From an optimization exercise on the open Yosys and OpenROAD flow, aimed at small area, a short achievable clock period and few clock cycles per item; shortcuts taken in it are not production practice.
Power figures rest on the tool's default switching activity, not on a simulated workload.

==> v15: inputs <==
Design a429pk, start of the top module:
module a429pk (
    input  wire         clk,
    input  wire         rst,
    input  wire         cmd_valid,
    output wire         cmd_ready,
    input  wire [287:0] cmd,
    output reg          rsp_valid,
    output wire [127:0] rsp_rn,
    output wire [63:0]  rsp_rd,
    output reg          diag_valid,
    output reg  [3:0]   diag_code,
    output wire [31:0]  raw,
    output wire [7:0]   dsr
);
export LEC_CHECK = 0
export CAP_MARGIN = 40
export CORE_MARGIN = 2
export CORE_UTILIZATION = 40
export SLEW_MARGIN = 40
create_clock -name core_clock -period 15.0 [get_ports {clk}]
standard.sh (not shown) runs the stock make flow with config.mk's settings and CLKGATE_MAP_FILE= SYNTH_SCRIPT=/design/flow/synth_recipe.tcl, a recipe that flattens the netlist after the stock synthesis.
==> flow/flow/run.sh <==
#!/bin/bash
# The standard layout (standard.sh), with ORFS's setup repair asked to
# leave a larger setup-slack margin on the design's own clock period.
set -euo pipefail
export SETUP_SLACK_MARGIN=8
bash standard.sh > standard.log 2>&1
==> v10 (differences from v15) <==
--- a/flow/design.v
+++ b/flow/design.v
@@ -205,31 +205,23 @@
     wire occ_par = raw_q[31];
     wire o_setid  = (c_op == OP_SETID);
     wire o_setsdi = (c_op == OP_SETSDI);
     wire o_setssm = (c_op == OP_SETSSM);
     wire o_setpar = (c_op == OP_SETPAR);
     wire o_setbcd = (c_op == OP_SETBCD);
     wire o_getbcd = (c_op == OP_GETBCD);
-    wire x_set    = (c_op == OP_SETRAW) || (c_op == OP_SETDISC) || (c_op == OP_SETBCDD);
-    wire x_get    = (c_op == OP_GETRAW) || (c_op == OP_GETDISC);
-    wire b_set    = (c_op == OP_SETDBIT);
-    wire b_get    = (c_op == OP_GETDBIT);
-    wire b_ok     = (c_f != 6'd0) && (c_f <= 6'd32);
-    wire b_bit    = ext[c_f];
-    wire b_e1     = (b_set || b_get) && !b_ok;
-    wire b_e2     = b_set && b_ok && (c_a[63:1] != 63'd0);
-    wire b_e3     = b_set && b_ok && (c_a[63:1] == 63'd0) && b_bit;
-    wire b_w      = b_set && b_ok && (c_a[63:1] == 63'd0) && !b_bit && c_a[0];
-    wire [31:0] b_dec = 32'd1 << (c_f[4:0] - 5'd1);
+    wire x_set    = (c_op == OP_SETRAW) || (c_op == OP_SETDISC) || (c_op == OP_SETDBIT) ||
+                    (c_op == OP_SETBCDD);
+    wire x_get    = (c_op == OP_GETRAW) || (c_op == OP_GETDISC) || (c_op == OP_GETDBIT);
     wire o_sbnr   = (c_op == OP_SETBNR);
     wire o_gbnr   = (c_op == OP_GETBNR);
     wire x_e5     = (c_op == OP_SETBCDD) && !e_dfit;
-    wire x_e1     = (x_get ? !e_bok : (x_set && !x_e5 && !e_bok)) || b_e1;
-    wire x_e2     = (x_set && !x_e5 && e_bok && !e_fit) || b_e2;
-    wire x_e3     = (x_set && !x_e5 && e_bok && e_fit && e_occ) || b_e3;
+    wire x_e1     = x_get ? !e_bok : (x_set && !x_e5 && !e_bok);
+    wire x_e2     = x_set && !x_e5 && e_bok && !e_fit;
+    wire x_e3     = x_set && !x_e5 && e_bok && e_fit && e_occ;
     wire x_w      = x_set && !x_e5 && e_bok && e_fit && !e_occ;
     wire c_d0     = (c_d == 64'd0);
     wire c_c0     = (c_c == 64'd0);
     wire g_e8     = o_gbnr && c_d0;
     wire gx_e1     = o_gbnr && !c_d0 && (!e_bok || !c_sok);
     wire g_two    = o_gbnr && !c_d0 && !e_bok && !c_sok;
     wire g_zero   = c_c0 || !e_bok || (e_al[31:0] == 32'd0);
@@ -246,29 +238,34 @@
     wire i_wx   = !c_illegal && x_w;
     wire i_wid  = !c_illegal && o_setid && !c_hi8 && !occ_id;
     wire i_wsdi = !c_illegal && o_setsdi && !c_hi2 && !occ_sdi;
     wire i_wssm = !c_illegal && o_setssm && !c_hi2 && !occ_ssm;
     wire i_wpar = !c_illegal && o_setpar && !occ_par;
     wire i_clr  = !c_illegal && (c_op == OP_CLR);
     wire i_clrd = !c_illegal && (c_op == OP_CLRDSR);
+    wire [31:0] i_wval = (i_wid  ? {24'd0, c_a[7:0]}        : 32'd0) |
+                         (i_wsdi ? {22'd0, c_a[1:0], 8'd0}  : 32'd0) |
+                         (i_wssm ? {1'b0, c_a[1:0], 29'd0}  : 32'd0) |
+                         (i_wpar ? {c_par, 31'd0}           : 32'd0) |
+                         (i_wx   ? u_wr                     : 32'd0);
     wire i_gmul  = o_gbnr && !c_d0 && !g_zero;
     wire i_multi = !c_illegal && (o_sbnr || i_gmul || g_two || (o_setbcd && c_b10 && !c_a[63]) ||
                                   (o_getbcd && c_b10 && c_f <= c_l));
     wire [4:0] i_next = c_illegal ? S_IDLE :
                         o_sbnr ? S_PREP :
                         i_gmul ? S_PREP :
                         g_two ? S_GD2 :
                         (o_setbcd && c_b10 && !c_a[63]) ? S_DAB :
                         (o_getbcd && c_b10 && c_f <= c_l) ? S_GBCD : S_IDLE;
     wire [5:0]  c_f    = cmd[13:8];
     wire [5:0]  c_l    = cmd[19:14];
     wire [5:0]  c_s    = cmd[25:20];
     wire        c_dbit = (c_op == OP_SETDBIT) || (c_op == OP_GETDBIT);
     wire [5:0]  ef     = busy ? fb : c_f;
-    wire [5:0]  el     = busy ? lb : c_l;
+    wire [5:0]  el     = busy ? lb : (c_dbit ? c_f : c_l);
     reg  [32:0] e_ge, e_le;
     integer n;
     always @(*) begin
         for (n = 0; n < 33; n = n + 1) begin
             e_ge[n] = (n >= ef);
             e_le[n] = (n <= el);
         end
@@ -279,22 +276,28 @@
     wire        e_bok  = (ef != 6'd0) && (el <= 6'd32) && e_le0;
     wire [32:0] e_al   = (ext & e_le) >> ef;             
     wire [31:0] e_mask = e_ge[32:1] & e_le[32:1];
     wire        e_occ  = (raw_q & e_mask) != 32'd0;
     wire [6:0]  e_w0   = e_le0 ? (e_d + 7'd1) : 7'd0;    
     wire [5:0]  c_amsb = msb64(c_a);
     wire        c_anz  = (c_a != 64'd0);
-    wire [7:0]  e_t1   = {2'b00, el};
-    wire [7:0]  e_t2   = ~{2'b00, ef};
-    wire [7:0]  e_t3   = ~{2'b00, c_amsb};
-    wire [7:0]  e_cs   = e_t1 ^ e_t2 ^ e_t3;
-    wire [7:0]  e_cc   = {(e_t1[6:0] & e_t2[6:0]) | (e_t1[6:0] & e_t3[6:0]) | (e_t2[6:0] & e_t3[6:0]), 1'b1};
-    wire [7:0]  e_dm;
-    a429pk_bk #(.W(8)) u_cmp (.a(e_cs), .b(e_cc), .ci(1'b1), .s(e_dm));
-    wire        e_mle  = e_le0 && !e_dm[7];
+    function le6(input [5:0] a, input [5:0] b);      
+        reg [5:0] eq, lt;
+        reg       ghi, ehi, glo, elo;
+        begin
+            eq  = ~(a ^ b);
+            lt  = ~a & b;
+            ghi = lt[5] | (eq[5] & lt[4]) | (eq[5] & eq[4] & lt[3]);
+            ehi = eq[5] & eq[4] & eq[3];
+            glo = lt[2] | (eq[2] & lt[1]) | (eq[2] & eq[1] & lt[0]);
+            elo = eq[2] & eq[1] & eq[0];
+            le6 = ghi | (ehi & (glo | elo));
+        end
+    endfunction
+    wire        e_mle  = e_le0 && le6(c_amsb, e_d[5:0]);
     wire        e_fit  = !c_a[63] && (!c_anz || e_mle);
     wire        e_dfit = e_fit;
     wire        c_sok  = (c_s != 6'd0) && (c_s <= 6'd32);    
     wire        c_sbit = c_sok && ext[c_s];
     reg  [31:0] wval;
     reg  [5:0]  wsh;
     wire [31:0] u_wr = wval << wsh;
@@ -308,16 +311,15 @@
     wire       nd_neg  = (nd_one || nd_two) && ((nd_dig[2] && !(nd_dig[1] && nd_dig[0])) ^ nd_flip);
     wire [63:0] m_cand  = nsrc ? rd : ds[127:64];
     wire [65:0] m_c66   = {{2{m_cand[63]}}, m_cand};
     wire [65:0] pp_mag  = nd_one ? m_c66 : (nd_two ? {m_c66[64:0], 1'b0} : 66'd0);
     wire [65:0] pp_nx   = pp_mag ^ {66{nd_neg}};
     wire [131:0] pp_y   = {{66{ppq[65]}}, ppq};
     wire         d_sub  = !acc[131];                     
-    wire [131:0] ad_x   = m_div ? {acc[130:0], 1'b0} :
-                          (first ? 132'd0 : {acc[129:0], 2'b00});
+    wire [131:0] ad_x   = m_div ? {acc[130:0], 1'b0} : {acc[129:0], 2'b00};
     wire [131:0] ad_y   = m_div ? ({1'b0, ds} ^ {132{d_sub}}) : pp_y;
     wire         ad_ci  = m_div ? d_sub : bneg;
     wire [131:0] ad_s;
     a429pk_bk #(.W(132)) u_add (.a(ad_x), .b(ad_y), .ci(ad_ci), .s(ad_s));
     wire         q_bit  = !ad_s[131];
     reg  [32:0] f_ge, f_le;
     integer n2;
@@ -468,15 +470,14 @@
         ppq  <= pp_nx;
         if (!nsrc && nidx == 5'd0 && issb) begin
             nsrc <= 1'b1;
             nidx <= (st == S_PREP) ? btop(opx) : jd;
         end else
             nidx <= nidx - 5'd1;
         if (idle) begin
-            opq   <= c_op;
             fb    <= cmd[13:8];
             lb    <= cmd[19:14];
             sb    <= cmd[25:20];
             neg   <= cmd[95] ^ cmd[159] ^ cmd[223] ^ cmd[287];
             flip  <= o_gbnr ? c_sbit : (cmd[159] ^ cmd[223]);
             flip1 <= cmd[95] ^ cmd[287];
             first <= 1'b1;
@@ -490,51 +491,44 @@
             ds    <= o_setbcd ? 131'd0 : {3'd0, (o_gbnr ? {32'd0, e_al[31:0]} : c_b), c_c};
             alq   <= e_al;
             np    <= o_setbcd ? c_amsb[5:1] : (c_gcnt - 5'd1);
             g_cnt <= c_gcnt;
             g_lm  <= c_glm;
             g_inb <= c_ginb;
             rd    <= (c_op == OP_GETBNR) ? c_d : ((c_op == OP_SETBNR) ? c_a : 64'd1);
-            acc_m  = (c_op == OP_GETID)   ? {124'd0, raw_q[7:0]} :
-                     (c_op == OP_GETSDI)  ? {130'd0, raw_q[9:8]} :
-                     (c_op == OP_GETSSM)  ? {130'd0, raw_q[30:29]} :
-                     (c_op == OP_GETPAR)  ? {131'd0, raw_q[31]} :
-                     (c_op == OP_GETWORD) ? {100'd0, raw_q} :
-                     (c_op == OP_GETDSR)  ? {124'd0, dsr_q} :
-                     (x_get && e_bok)     ? {100'd0, e_al[31:0]} :
-                     (b_get && b_ok)      ? {131'd0, b_bit} : 132'd0;
+            acc_m  = {100'd0, ({32{c_op == OP_GETID}}   & {24'd0, raw_q[7:0]})   |
+                              ({32{c_op == OP_GETSDI}}  & {30'd0, raw_q[9:8]})   |
+                              ({32{c_op == OP_GETSSM}}  & {30'd0, raw_q[30:29]}) |
+                              ({32{c_op == OP_GETPAR}}  & {31'd0, raw_q[31]})    |
+                              ({32{c_op == OP_GETWORD}} & raw_q)                 |
+                              ({32{c_op == OP_GETDSR}}  & {24'd0, dsr_q})        |
+                              ({32{x_get && e_bok}}     & e_al[31:0])};
         end
         begin
             rsp_valid <= 1'b0;
             case (st)
             S_IDLE: if (cmd_valid) begin
                 rsp_valid <= !i_multi;
                 if (i_diag) begin
                     nx_diag = 1'b1; nx_code = i_code;
                 end
-                if (c_illegal) begin
+                if (c_illegal)
                     rd    <= 64'd1;
+                if (c_rsv != 6'd0)
                     acc_m = 132'd0;
-                end
-                if (i_wid)  raw_q[7:0]   <= c_a[7:0];
-                if (i_wsdi) raw_q[9:8]   <= c_a[1:0];
-                if (i_wssm) raw_q[30:29] <= c_a[1:0];
-                if (i_wpar) raw_q[31]    <= c_par;
-                if (i_wx)   raw_q        <= raw_q | u_wr;
-                if (!c_illegal && b_w) raw_q <= raw_q | b_dec;
+                raw_q <= i_clr ? 32'd0 : (raw_q | i_wval);
                 if (g_e8)   rd           <= 64'd1;
-                if (i_clr)  raw_q        <= 32'd0;
                 if (i_clrd) dsr_q        <= 8'd0;
                 st_n = i_next;
             end
             S_PREP: begin
                 jd  <= btop(opx);
                 wv  <= e_w0;
                 sht <= e_w0[6:2] + {4'd0, e_w0[1] | e_w0[0]};
-                if (opq == OP_SETBNR) begin
+                if (issb) begin
                     if (c_reg == 64'd0 || ds[127:64] == 64'd0 || opx == 64'd0) begin
                         nx_diag = 1'b1; nx_code = E_ILLEGAL;
                         rsp_valid <= 1'b1;
                         rd <= 64'd1;
                         st_n = S_IDLE;
                     end else begin
                         if (fb <= sb && sb <= lb) begin
@@ -545,44 +539,40 @@
                     end
                 end else begin
                     st_n = S_GMUL;
                     m_ar <= 1'b1;
                 end
             end
             S_P2: begin
-                first <= 1'b0;
                 jc    <= jc - 5'd1;
                 if (jc == 5'd0) begin
+                    ds     <= {ad_s[129:0], 1'b0};
+                    acc_m  = 132'd0;
                     st_n = S_P1;
                     jc     <= jd;
-                    first  <= 1'b1;
                     flip   <= flip1;
                     hdone  <= 1'b0;
-                    shdone <= 1'b0;
+                    shdone <= (sht == 5'd0);
                     shc    <= 5'd0;
                 end
             end
             S_P1: begin
                 p1_hd  = hdone;
                 p1_sd  = shdone;
                 p1_shc = shc;
-                if (first) begin
-                    ds <= {acc[129:0], 1'b0};
-                    p1_sd = (sht == 5'd0);
-                end else if (!shdone) begin
+                if (!shdone) begin
                     if (ds[130:127] != 4'd0)
                         p1_sd = 1'b1;
                     else begin
                         ds <= {ds[126:0], 4'd0};
                         p1_shc = shc + 5'd1;
                         p1_sd  = (p1_shc == sht);
                     end
                 end
                 if (!hdone) begin
-                    first <= 1'b0;
                     jc    <= jc - 5'd1;
                     p1_hd = (jc == 5'd0);
                 end
                 hdone  <= p1_hd;
                 shdone <= p1_sd;
                 shc    <= p1_shc;
                 m_ar   <= !p1_hd;
@@ -738,15 +728,15 @@
                 4'd7: dsr_set = 8'h40;
                 4'd8: dsr_set = 8'h80;
                 default: dsr_set = 8'h00;
             endcase
             if (nx_diag && !(st == S_IDLE && i_clrd))
                 dsr_q <= dsr_q | dsr_set;
         end
-        acc <= m_ar ? ad_s : acc_m;
+        acc <= (m_ar && !(st == S_P2 && jc == 5'd0)) ? ad_s : acc_m;
         st   <= st_n;
         busy <= (st_n != S_IDLE);
         if (rst) begin
             st         <= S_IDLE;
             busy       <= 1'b0;
             raw_q      <= 32'd0;
             dsr_q      <= 8'd0;
==> v7 (differences from v15) <==
--- a/flow/design.v
+++ b/flow/design.v
@@ -308,16 +308,15 @@
     wire       nd_neg  = (nd_one || nd_two) && ((nd_dig[2] && !(nd_dig[1] && nd_dig[0])) ^ nd_flip);
     wire [63:0] m_cand  = nsrc ? rd : ds[127:64];
     wire [65:0] m_c66   = {{2{m_cand[63]}}, m_cand};
     wire [65:0] pp_mag  = nd_one ? m_c66 : (nd_two ? {m_c66[64:0], 1'b0} : 66'd0);
     wire [65:0] pp_nx   = pp_mag ^ {66{nd_neg}};
     wire [131:0] pp_y   = {{66{ppq[65]}}, ppq};
     wire         d_sub  = !acc[131];                     
-    wire [131:0] ad_x   = m_div ? {acc[130:0], 1'b0} :
-                          (first ? 132'd0 : {acc[129:0], 2'b00});
+    wire [131:0] ad_x   = m_div ? {acc[130:0], 1'b0} : {acc[129:0], 2'b00};
     wire [131:0] ad_y   = m_div ? ({1'b0, ds} ^ {132{d_sub}}) : pp_y;
     wire         ad_ci  = m_div ? d_sub : bneg;
     wire [131:0] ad_s;
     a429pk_bk #(.W(132)) u_add (.a(ad_x), .b(ad_y), .ci(ad_ci), .s(ad_s));
     wire         q_bit  = !ad_s[131];
     reg  [32:0] f_ge, f_le;
     integer n2;
@@ -468,15 +467,14 @@
         ppq  <= pp_nx;
         if (!nsrc && nidx == 5'd0 && issb) begin
             nsrc <= 1'b1;
             nidx <= (st == S_PREP) ? btop(opx) : jd;
         end else
             nidx <= nidx - 5'd1;
         if (idle) begin
-            opq   <= c_op;
             fb    <= cmd[13:8];
             lb    <= cmd[19:14];
             sb    <= cmd[25:20];
             neg   <= cmd[95] ^ cmd[159] ^ cmd[223] ^ cmd[287];
             flip  <= o_gbnr ? c_sbit : (cmd[159] ^ cmd[223]);
             flip1 <= cmd[95] ^ cmd[287];
             first <= 1'b1;
@@ -526,15 +524,15 @@
                 if (i_clrd) dsr_q        <= 8'd0;
                 st_n = i_next;
             end
             S_PREP: begin
                 jd  <= btop(opx);
                 wv  <= e_w0;
                 sht <= e_w0[6:2] + {4'd0, e_w0[1] | e_w0[0]};
-                if (opq == OP_SETBNR) begin
+                if (issb) begin
                     if (c_reg == 64'd0 || ds[127:64] == 64'd0 || opx == 64'd0) begin
                         nx_diag = 1'b1; nx_code = E_ILLEGAL;
                         rsp_valid <= 1'b1;
                         rd <= 64'd1;
                         st_n = S_IDLE;
                     end else begin
                         if (fb <= sb && sb <= lb) begin
@@ -545,44 +543,40 @@
                     end
                 end else begin
                     st_n = S_GMUL;
                     m_ar <= 1'b1;
                 end
             end
             S_P2: begin
-                first <= 1'b0;
                 jc    <= jc - 5'd1;
                 if (jc == 5'd0) begin
+                    ds     <= {ad_s[129:0], 1'b0};
+                    acc_m  = 132'd0;
                     st_n = S_P1;
                     jc     <= jd;
-                    first  <= 1'b1;
                     flip   <= flip1;
                     hdone  <= 1'b0;
-                    shdone <= 1'b0;
+                    shdone <= (sht == 5'd0);
                     shc    <= 5'd0;
                 end
             end
             S_P1: begin
                 p1_hd  = hdone;
                 p1_sd  = shdone;
                 p1_shc = shc;
-                if (first) begin
-                    ds <= {acc[129:0], 1'b0};
-                    p1_sd = (sht == 5'd0);
-                end else if (!shdone) begin
+                if (!shdone) begin
                     if (ds[130:127] != 4'd0)
                         p1_sd = 1'b1;
                     else begin
                         ds <= {ds[126:0], 4'd0};
                         p1_shc = shc + 5'd1;
                         p1_sd  = (p1_shc == sht);
                     end
                 end
                 if (!hdone) begin
-                    first <= 1'b0;
                     jc    <= jc - 5'd1;
                     p1_hd = (jc == 5'd0);
                 end
                 hdone  <= p1_hd;
                 shdone <= p1_sd;
                 shc    <= p1_shc;
                 m_ar   <= !p1_hd;
@@ -738,15 +732,15 @@
                 4'd7: dsr_set = 8'h40;
                 4'd8: dsr_set = 8'h80;
                 default: dsr_set = 8'h00;
             endcase
             if (nx_diag && !(st == S_IDLE && i_clrd))
                 dsr_q <= dsr_q | dsr_set;
         end
-        acc <= m_ar ? ad_s : acc_m;
+        acc <= (m_ar && !(st == S_P2 && jc == 5'd0)) ? ad_s : acc_m;
         st   <= st_n;
         busy <= (st_n != S_IDLE);
         if (rst) begin
             st         <= S_IDLE;
             busy       <= 1'b0;
             raw_q      <= 32'd0;
             dsr_q      <= 8'd0;
==> flow/flow/run.sh (replaced) <==
#!/bin/bash
# The standard layout (standard.sh), with ORFS's setup repair asked to
# leave a larger setup-slack margin on the design's own clock period, and
# allowed to resize cells to other footprints.
set -euo pipefail
export SETUP_SLACK_MARGIN=8
bash standard.sh MATCH_CELL_FOOTPRINT=0 finish > standard.log 2>&1
==> comparison <==
In register-to-register slack, v10 and v15 hardly differ. Clock power: v15 > v10 > v7. Between v7 and v10, the lower critical path depth is in v10 (gap 12). Sequential power is about the same in v10 and v15. Via count: v7 > v15 > v10. Of v15 and v7, v7 has the higher synthesized cell count (gap 1.5%, measured against v7).
No run of this note included a check of the RTL's function; only the layout flow was run.

[what the ideal ports hide]
Ports are ideal in the flow. The routed layouts listed here were re-timed in OpenROAD.
Step 1, drivers: a clkbuf_16 drives clk and a buf_2 each remaining input, both assumed.
Step 2 also shifts input and output timing later by t, the mid clock arrival at the registers, as if the neighbouring blocks saw the same clock.
Slacks: no drivers / after step 1 / after step 2; pairs: no drivers / after step 1.
| run | shift t [ns] | setup slack, ns | worst setup path after step 2 |
|---|---|---|---|
| v15 | 0.828 | 7.140 / 7.116 / 6.288 | input to register |
| v10 | 0.809 | 7.315 / 7.357 / 6.547 | input to register |
| v7 | 0.839 | 7.387 / 7.422 / 6.582 | input to register |
After both steps setup and hold are still met in every run listed. For v15, which loses most, drivers alone change the setup slack by -0.024 ns; drivers and shift together by -0.852 ns.
